Background: an optimization exercise with open tools, aiming at small area, a short achievable clock period and few clock cycles per item. Do not read the settings as production practice.
The RTL was checked by simulation tests, not by an equivalence proof against the original design.
Power figures rest on the tool's default switching activity, not on a simulated workload.

==> design/flow/design.v <==
module rc_proto_table (
    input  wire [2:0] proto,        
    output reg  [7:0] sync_count,   
    output reg  [7:0] zero_high,
    output reg  [7:0] zero_low,
    output reg  [7:0] one_high,
    output reg  [7:0] one_low,
    output reg        inverted
);
    always @(*) begin
        case (proto)
            3'd1:    begin sync_count = 8'd31; zero_high = 8'd1; zero_low = 8'd3;  one_high = 8'd3; one_low = 8'd1; inverted = 1'b0; end
            3'd2:    begin sync_count = 8'd10; zero_high = 8'd1; zero_low = 8'd2;  one_high = 8'd2; one_low = 8'd1; inverted = 1'b0; end
            3'd3:    begin sync_count = 8'd71; zero_high = 8'd4; zero_low = 8'd11; one_high = 8'd9; one_low = 8'd6; inverted = 1'b0; end
            3'd4:    begin sync_count = 8'd6;  zero_high = 8'd1; zero_low = 8'd3;  one_high = 8'd3; one_low = 8'd1; inverted = 1'b0; end
            3'd5:    begin sync_count = 8'd14; zero_high = 8'd1; zero_low = 8'd2;  one_high = 8'd2; one_low = 8'd1; inverted = 1'b0; end
            default: begin sync_count = 8'd23; zero_high = 8'd1; zero_low = 8'd2;  one_high = 8'd2; one_low = 8'd1; inverted = 1'b1; end
        endcase
    end
endmodule
module rc_div40 (
    input  wire        clk,
    input  wire        rst,
    input  wire        start,
    input  wire [39:0] dividend,
    input  wire [7:0]  divisor,
    output reg         done,
    output wire [39:0] quotient
);
    reg [39:0] quo;
    reg [8:0]  rem;
    reg [7:0]  dvs;
    reg [5:0]  count;
    reg        running;
    wire [8:0] rem_shift = {rem[7:0], quo[39]};
    wire       fits      = rem_shift >= {1'b0, dvs};
    assign quotient = quo;
    always @(posedge clk) begin
        if (rst) begin
            running <= 1'b0;
            done    <= 1'b0;
            count   <= 6'd0;
        end else begin
            done <= 1'b0;
            if (start) begin
                quo     <= dividend;
                rem     <= 9'd0;
                dvs     <= divisor;
                count   <= 6'd40;
                running <= 1'b1;
            end else if (running) begin
                rem   <= fits ? rem_shift - {1'b0, dvs} : rem_shift;
                quo   <= {quo[38:0], fits};
                count <= count - 6'd1;
                if (count == 6'd1) begin
                    running <= 1'b0;
                    done    <= 1'b1;
                end
            end
        end
    end
endmodule
module rc_rx (
    input  wire        clk,
    input  wire        rst,
    input  wire        ev_valid,
    output wire        ev_ready,
    input  wire [15:0] ev_dt,
    input  wire        ev_edge,
    input  wire [7:0]  cfg_tol,      
    input  wire        cfg_in_en,    
    input  wire        clr_valid,    
    output reg         res_valid,
    output reg  [31:0] res_value,
    output reg  [7:0]  res_len,
    output reg  [31:0] res_unit,
    output reg  [2:0]  res_proto
);
    localparam CAP         = 67;
    localparam SEP_LIMIT   = 32'd4300;
    localparam GAP_TOL     = 32'd200;
    localparam S_IDLE      = 3'd0;
    localparam S_DIV_UNIT  = 3'd1;
    localparam S_WAIT_UNIT = 3'd2;
    localparam S_DIV_TOL   = 3'd3;
    localparam S_WAIT_TOL  = 3'd4;
    localparam S_PAIRS     = 3'd5;
    localparam S_FINISH    = 3'd6;
    reg  [2:0]  state;
    reg  [31:0] time_now;
    reg  [31:0] last_time;
    reg  [31:0] tbuf [0:CAP-1];
    reg  [6:0]  change_cnt;
    reg         repeat_cnt;
    reg  [6:0]  dec_edges;      
    reg  [31:0] dec_gap;        
    reg  [7:0]  dec_tol_pct;
    reg  [2:0]  dec_proto;
    reg  [31:0] unit;
    reg  [39:0] tol;
    reg  [6:0]  idx;
    reg  [31:0] code;
    assign ev_ready = (state == S_IDLE);
    wire accept = ev_valid && ev_ready;
    wire [31:0] time_next = time_now + {16'd0, ev_dt};
    wire [31:0] dur       = time_next - last_time;
    wire [31:0] slot0     = tbuf[0];
    wire [31:0] gap_diff  = (dur >= slot0) ? dur - slot0 : slot0 - dur;
    wire        is_gap    = dur > SEP_LIMIT;
    wire        gap_match = is_gap && (gap_diff <= GAP_TOL);
    wire        do_edge   = accept && ev_edge && cfg_in_en;
    wire        do_decode = do_edge && gap_match && repeat_cnt;
    wire [6:0]  base_cnt  = is_gap ? 7'd0 : change_cnt;
    wire        overflow  = base_cnt >= CAP;
    wire [6:0]  wr_idx    = overflow ? 7'd0 : base_cnt;
    wire        rep_next  = overflow ? 1'b0 : (is_gap ? gap_match : repeat_cnt);
    wire [7:0] p_sync, p_zh, p_zl, p_oh, p_ol;
    wire       p_inv;
    rc_proto_table u_table (
        .proto      (dec_proto),
        .sync_count (p_sync),
        .zero_high  (p_zh),
        .zero_low   (p_zl),
        .one_high   (p_oh),
        .one_low    (p_ol),
        .inverted   (p_inv)
    );
    reg         div_start;
    reg  [39:0] div_dividend;
    reg  [7:0]  div_divisor;
    wire        div_done;
    wire [39:0] div_quotient;
    rc_div40 u_div (
        .clk      (clk),
        .rst      (rst),
        .start    (div_start),
        .dividend (div_dividend),
        .divisor  (div_divisor),
        .done     (div_done),
        .quotient (div_quotient)
    );
    always @(*) begin
        div_start    = 1'b0;
        div_dividend = 40'd0;
        div_divisor  = 8'd1;
        if (state == S_DIV_UNIT) begin
            div_start    = 1'b1;
            div_dividend = {8'd0, tbuf[0]};
            div_divisor  = p_sync;
        end else if (state == S_DIV_TOL) begin
            div_start    = 1'b1;
            div_dividend = unit * dec_tol_pct;
            div_divisor  = 8'd100;
        end
    end
    wire [31:0] pair_x   = tbuf[idx];
    wire [31:0] pair_y   = tbuf[idx + 7'd1];
    wire        pair_in  = (idx + 7'd1) < dec_edges;
    wire [39:0] exp_zh = unit * p_zh;
    wire [39:0] exp_zl = unit * p_zl;
    wire [39:0] exp_oh = unit * p_oh;
    wire [39:0] exp_ol = unit * p_ol;
    function in_window;
        input [39:0] a;
        input [39:0] b;
        input [39:0] t;
        begin
            in_window = ((a >= b) ? a - b : b - a) <= t;
        end
    endfunction
    wire is_zero = in_window({8'd0, pair_x}, exp_zh, tol) && in_window({8'd0, pair_y}, exp_zl, tol);
    wire is_one  = in_window({8'd0, pair_x}, exp_oh, tol) && in_window({8'd0, pair_y}, exp_ol, tol);
    always @(posedge clk) begin
        if (rst) begin
            state       <= S_IDLE;
            time_now    <= 32'd0;
            last_time   <= 32'd0;
            tbuf[0]     <= 32'd0;
            change_cnt  <= 7'd0;
            repeat_cnt  <= 1'b0;
            res_valid   <= 1'b0;
            res_value   <= 32'd0;
            res_len     <= 8'd0;
            res_unit    <= 32'd0;
            res_proto   <= 3'd0;
            dec_proto   <= 3'd1;
        end else begin
            if (clr_valid) begin
                res_valid <= 1'b0;
                res_value <= 32'd0;
                res_len   <= 8'd0;
                res_unit  <= 32'd0;
                res_proto <= 3'd0;
            end
            case (state)
                S_IDLE: begin
                    if (accept)
                        time_now <= time_next;
                    if (do_decode) begin
                        dec_edges   <= change_cnt;
                        dec_gap     <= dur;
                        dec_tol_pct <= cfg_tol;
                        dec_proto   <= 3'd1;
                        repeat_cnt  <= 1'b0;
                        last_time   <= time_next;
                        state       <= S_DIV_UNIT;
                    end else if (do_edge) begin
                        tbuf[wr_idx] <= dur;
                        change_cnt   <= wr_idx + 7'd1;
                        repeat_cnt   <= rep_next;
                        last_time    <= time_next;
                    end
                end
                S_DIV_UNIT: state <= S_WAIT_UNIT;
                S_WAIT_UNIT: begin
                    if (div_done) begin
                        unit  <= div_quotient[31:0];
                        state <= S_DIV_TOL;
                    end
                end
                S_DIV_TOL: state <= S_WAIT_TOL;
                S_WAIT_TOL: begin
                    if (div_done) begin
                        tol   <= div_quotient;
                        idx   <= p_inv ? 7'd2 : 7'd1;
                        code  <= 32'd0;
                        state <= S_PAIRS;
                    end
                end
                S_PAIRS: begin
                    if (pair_in) begin
                        if (is_zero) begin
                            code <= {code[30:0], 1'b0};
                            idx  <= idx + 7'd2;
                        end else if (is_one) begin
                            code <= {code[30:0], 1'b1};
                            idx  <= idx + 7'd2;
                        end else if (dec_proto == 3'd6) begin
                            state <= S_FINISH;
                        end else begin
                            dec_proto <= dec_proto + 3'd1;
                            state     <= S_DIV_UNIT;
                        end
                    end else if (dec_edges > 7'd7) begin
                        res_valid <= 1'b1;
                        res_value <= code;
                        res_len   <= {1'b0, (dec_edges - 7'd1) >> 1};
                        res_unit  <= unit;
                        res_proto <= dec_proto;
                        state     <= S_FINISH;
                    end else if (dec_proto == 3'd6) begin
                        state <= S_FINISH;
                    end else begin
                        dec_proto <= dec_proto + 3'd1;
                        state     <= S_DIV_UNIT;
                    end
                end
                S_FINISH: begin
                    tbuf[0]    <= dec_gap;
                    change_cnt <= 7'd1;
                    state      <= S_IDLE;
                end
                default: state <= S_IDLE;
            endcase
        end
    end
endmodule
==> design/flow/run.sh <==
#!/bin/bash
# synth_recipe.tcl (not shown) runs the flow's synth.tcl, then flattens the netlist and writes it again
# the make line also repeats each setting of config.mk as NAME=value (left out here)
make -C /OpenROAD-flow-scripts/flow DESIGN_CONFIG=/design/flow/config.mk WORK_HOME=/design/flow/orfs CLKGATE_MAP_FILE= SYNTH_SCRIPT=/design/flow/synth_recipe.tcl finish
==> design/flow/config.mk <==
export PLATFORM = sky130hd
export DESIGN_NAME = rc_rx
export DESIGN_NICKNAME = rc_rx
export VERILOG_FILES = /design/flow/design.v
export SDC_FILE = /design/flow/constraint.sdc
export NUM_CORES = 4
export LEC_CHECK = 0
export CAP_MARGIN = 20
export CORE_MARGIN = 2
export CORE_UTILIZATION = 40
export SLEW_MARGIN = 20
==> design/flow/constraint.sdc <==
create_clock -name core_clock -period 20.0 [get_ports {clk}]
set_input_delay 4.0000 -clock core_clock [delete_from_list [all_inputs] [get_ports {clk}]]
set_output_delay 4.0000 -clock core_clock [all_outputs]
set_load 0.01 [all_outputs]
==> summary.txt <==
## layout make-up
class | count | area, um^2
repair buffers | 362 | 3200
fillers | 34500 | 215000
well taps | 5197 | 6500
inverters | 843 | 3160
clock inverters | 156 | 1550
diodes | 11 | 27.5
multi-input cells | 7408 | 77200
flip-flops and latches | 2526 | 74200
clock buffers | 341 | 7320
## worst max path at each step
| stage | from | to | slack, ns | cells past startpoint |
|---|---|---|---|---|
| after floorplan | ev_dt[0] | dec_edges[0] | 4.36 | 39 |
| after global placement | ev_dt[0] | tbuf[25][24] | 2.62 | 40 |
| after detailed placement | ev_dt[0] | tbuf[25][24] | 2.91 | 40 |
| after CTS | ev_dt[0] | tbuf[25][1] | 3.80 | 40 |
| after global routing | ev_dt[0] | tbuf[25][1] | 2.92 | 38 |
| final | ev_dt[0] | tbuf[25][1] | 3.49 | 38 |
## flip-flops by register name, indices dropped and copies added, names as in the netlist, 6 cells and up, named ones only
register	cells
u_div.dvs	7
res_len	8
unit	32
u_div.rem	8
idx	7
code	32
u_div.quo	40
res_value	32
tol	40
dec_gap	32
u_div.count	6
time_now	32
last_time	32
res_unit	32
tbuf	2144
dec_edges	7
change_cnt	7
dec_tol_pct	8
## per-stage QoR
| stage | cell area [um^2] | setup WS [ns] |
|---|---|---|
| 2_1_floorplan | 156000 | 4.36 |
| 3_3_place_gp | 164000 | 2.62 |
| 3_5_place_dp | 164000 | 2.91 |
| 4_1_cts | 173000 | 3.80 |
| 5_1_grt | 173000 | 2.92 |
| 6_report | 173000 | 3.49 |
## critical path: cells and delay by family
family	cells	cell delay, ns
adders and majority gates	4	1.63
and+or+nand+nor	13	4.53
buffers and inverters	4	2.11
xor gates and xnor gates	2	0.25
AOI/OAI and AO/OA	15	4.38
## logic make-up after synthesis
kind of cell             synth area share (%)
buffers and inverters                    3.65
adder cells (fa/ha/maj)                  10.1
AND/OR/NAND/NOR                          7.06
multiplexers                             20.3
flip-flops                               47.6
other                                 0.00482
AO/OA/AOI/OAI                            9.19
XOR/XNOR                                 2.11
## layer usage
| metal | vias up | share of wire, % | track usage, % |
|---|---|---|---|
| met1 | 55800 | 39 | 36.3 |
| met2 | 5977 | 46 | 43.2 |
| met4 | 12 | 5.2 | 12.4 |
| li1 | 44200 | - | - |
| met5 | - | 0.016 | 0 |
| met3 | 1091 | 9.6 | 5.59 |
## layout by cell type (no fill, tap or decap), types with 61 or more instances in the layout
| master | instances |
|---|---|
| edfxtp_1 | 2357 |
| mux4_2 | 1342 |
| inv_1 | 840 |
| ha_1 | 808 |
| nand2_1 | 733 |
| a21oi_1 | 644 |
| o21ai_0 | 390 |
| nor2_1 | 357 |
| a21o_1 | 329 |
| fa_1 | 281 |
| clkbuf_16 | 280 |
| and2_1 | 276 |
| buf_4 | 239 |
| xnor2_1 | 224 |
| nor2b_1 | 162 |
| dfxtp_1 | 162 |
| xor2_1 | 144 |
| mux2i_1 | 120 |
| a211oi_1 | 114 |
| nor3_1 | 114 |
| o21bai_1 | 106 |
| clkdlybuf4s50_1 | 105 |
| nand3_1 | 101 |
| nand4_1 | 97 |
| o21a_1 | 82 |
| nand2b_1 | 73 |
| clkinv_1 | 61 |
## where the power goes
| group | switching, mW | internal, mW |
|---|---|---|
| Combinational | 1.44 | 0.648 |
| Sequential | 0.0382 | 5.80 |
| Clock | 2.21 | 2.87 |
==> flow_summary_export.csv <==
group,metric,value,unit
clock_network,ctsResizeCount,0,
final_layout,drive_gt1_share,19.2,%
sta,finalHoldViolations,0,
global_route,antenna_found_initial,29,
global_route,grt_pass1_wl,783000,um
worst_hold_path,whs_endpoint,"tol[32]",
sta,fmax,60.6,MHz
clock_network,cts_root_buf,"clkbuf_16",
sta,rsz0062_at_grt,"false",
synthesis,synth_cells,11400,
power_and_ir_drop,peakVddDrop,0.0723,mV
synthesis,synth-seq-cells,2526,
synthesis,netlist_top_cells_area,"edfxtp_1 45%, mux4_2 19%, ha_1 6.5%, fa_1 3.6%, dfxtp_1 2.2%",
clock_network,clkLatencyLatePin,0.97,ns
clock_network,clk_pin_slew,0.06,ns
clock_network,cts_buffers,277,
synthesis,post_synth.cell_area_avg,13.7,um^2
sta,holdWs,0.453,ns
placed_design,dp_hpwl,367000,um
worst_setup_path,required,20.52,ns
worst_setup_path,r2r_cells,37,
synthesis,async_reset_ff_share,0,%
drt,wire_per_inst,32.7,um
placed_design,dp_cells,16300,
drt,vias_per_cell,6.35,
synthesis,ys_seq_area_share,47.6,%
worst_setup_path,crit_top_cell,"a21oi_1",
global_route,grt_pass1_vias,106000,
placed_design,place_congestion,0.931,
sta,setup_violations,0,
final_layout,stdcell_count,16800,
drt,drc,0,
drt,dr_total_vias,107000,
drt,firstDrtPassIters,6,
outcome,run_status,"finished clean",
synthesis,yosysWarnings,3,
drt,ant_nets,0,
drt,drt_wl_total,551000,um
floorplanning,start_util,40.1,%
sta,max-slew-margin-rel,17.9,%
worst_hold_path,holdPathStages,0,
run,max-cap-violations,0,
global_route,overflow,0,
floorplanning,pin_count,107,
worst_hold_path,hold_class,"register to register",
sta,min_period,16.51,ns
final_layout,nets,12500,
worst_setup_path,path_max_fanout,32,
clock_network,tritoncts,"yes",
global_route,grt_usage,27.3,%
worst_setup_path,r2r-start,"idx[0]",
clock_network,cts_setup_buffers,0,
worst_setup_path,slowest_stage,"buf_4",
clock_network,clockBufferDepth,4,
synthesis,yosys-top-cells-count,"2357 x edfxtp_1, 1342 x mux4_2, 840 x inv_1, 810 x ha_1, 735 x nand2_1",
synthesis,synth.distinct_cells,99,
floorplanning,core-area,0.389,mm^2
worst_setup_path,crit_path_start_kind,"input pin",
sta,worstMarginPinSlew,1.23,ns
clock_network,htree_levels,5,
worst_setup_path,slowest_delay,0.82,ns
worst_hold_path,min_from,"u_div.quo[32]",
power_and_ir_drop,p_leak,65.1,nW
floorplanning,fp.dieArea,0.395,mm^2
synthesis,synth_edf_count,2357,
final_layout,utilization,44.6,%
drt,drtIter0Drc,13100,
synthesis,netlist.area_leader.share,45.4,%
power_and_ir_drop,p_per_area,75.2,mW/mm^2
floorplanning,dieHeight,628,um
synthesis,synth_flop_cell,"edfxtp_1",
worst_setup_path,arrival,17.03,ns
synthesis,yosysTopAreaCell,"edfxtp_1",
floorplanning,die_x,628,um
worst_setup_path,end_kind,"register",
synthesis,synth.cell_area,0.156,mm^2
power_and_ir_drop,p_total,13.0,mW
final_layout,area_delta_synth_final,11.1,%
global_route,grt_max_degree,137,
synthesis,yosysMostFrequentCell,"edfxtp_1",
sta,skew,0.0820,ns
clock_network,hold_buffers,0,
worst_setup_path,worst-r2r-setup-slack,4.78,ns
floorplanning,core.rowCount,229,
sta,tns,0,ns
sta,period_share,82.6,%
clock_network,cts_num_sinks,2526,
placed_design,numPortBuffers,106,
worst_setup_path,path_class,"input pin to register",
sta,finalMaxSlewViolations,0,
Testbench counts, summed over its fixed seeds: cycles 71,638, events 22,061.

[separate check: timing with driven ports]
How much do the figures lean on ideal ports? The routed layout below was timed once more, with nothing changed but the port constraints.
Step 1 (the two cells are an assumption about what drives the block):
set clk [get_ports {clk}]
set_driving_cell -lib_cell sky130_fd_sc_hd__clkbuf_16 $clk
set_driving_cell -lib_cell sky130_fd_sc_hd__buf_2 [delete_from_list [all_inputs] $clk]
Step 2 moves the port delays by t, midway between the first and last clock arrival at a register: inputs arrive t later, outputs are due t later. That takes back most of the time a late clock gives input paths.
Three values: ideal, step 1, step 2; two values: the first two.
t (ns): 1.037
setup WS [ns]: 3.489 / 3.574 / 2.537
latest minus earliest clock arrival (ns): 0.083 / 0.082
After both steps this run still meets setup and hold. For this run, drivers alone change the setup slack by +0.085 ns; drivers and shift together by -0.952 ns.
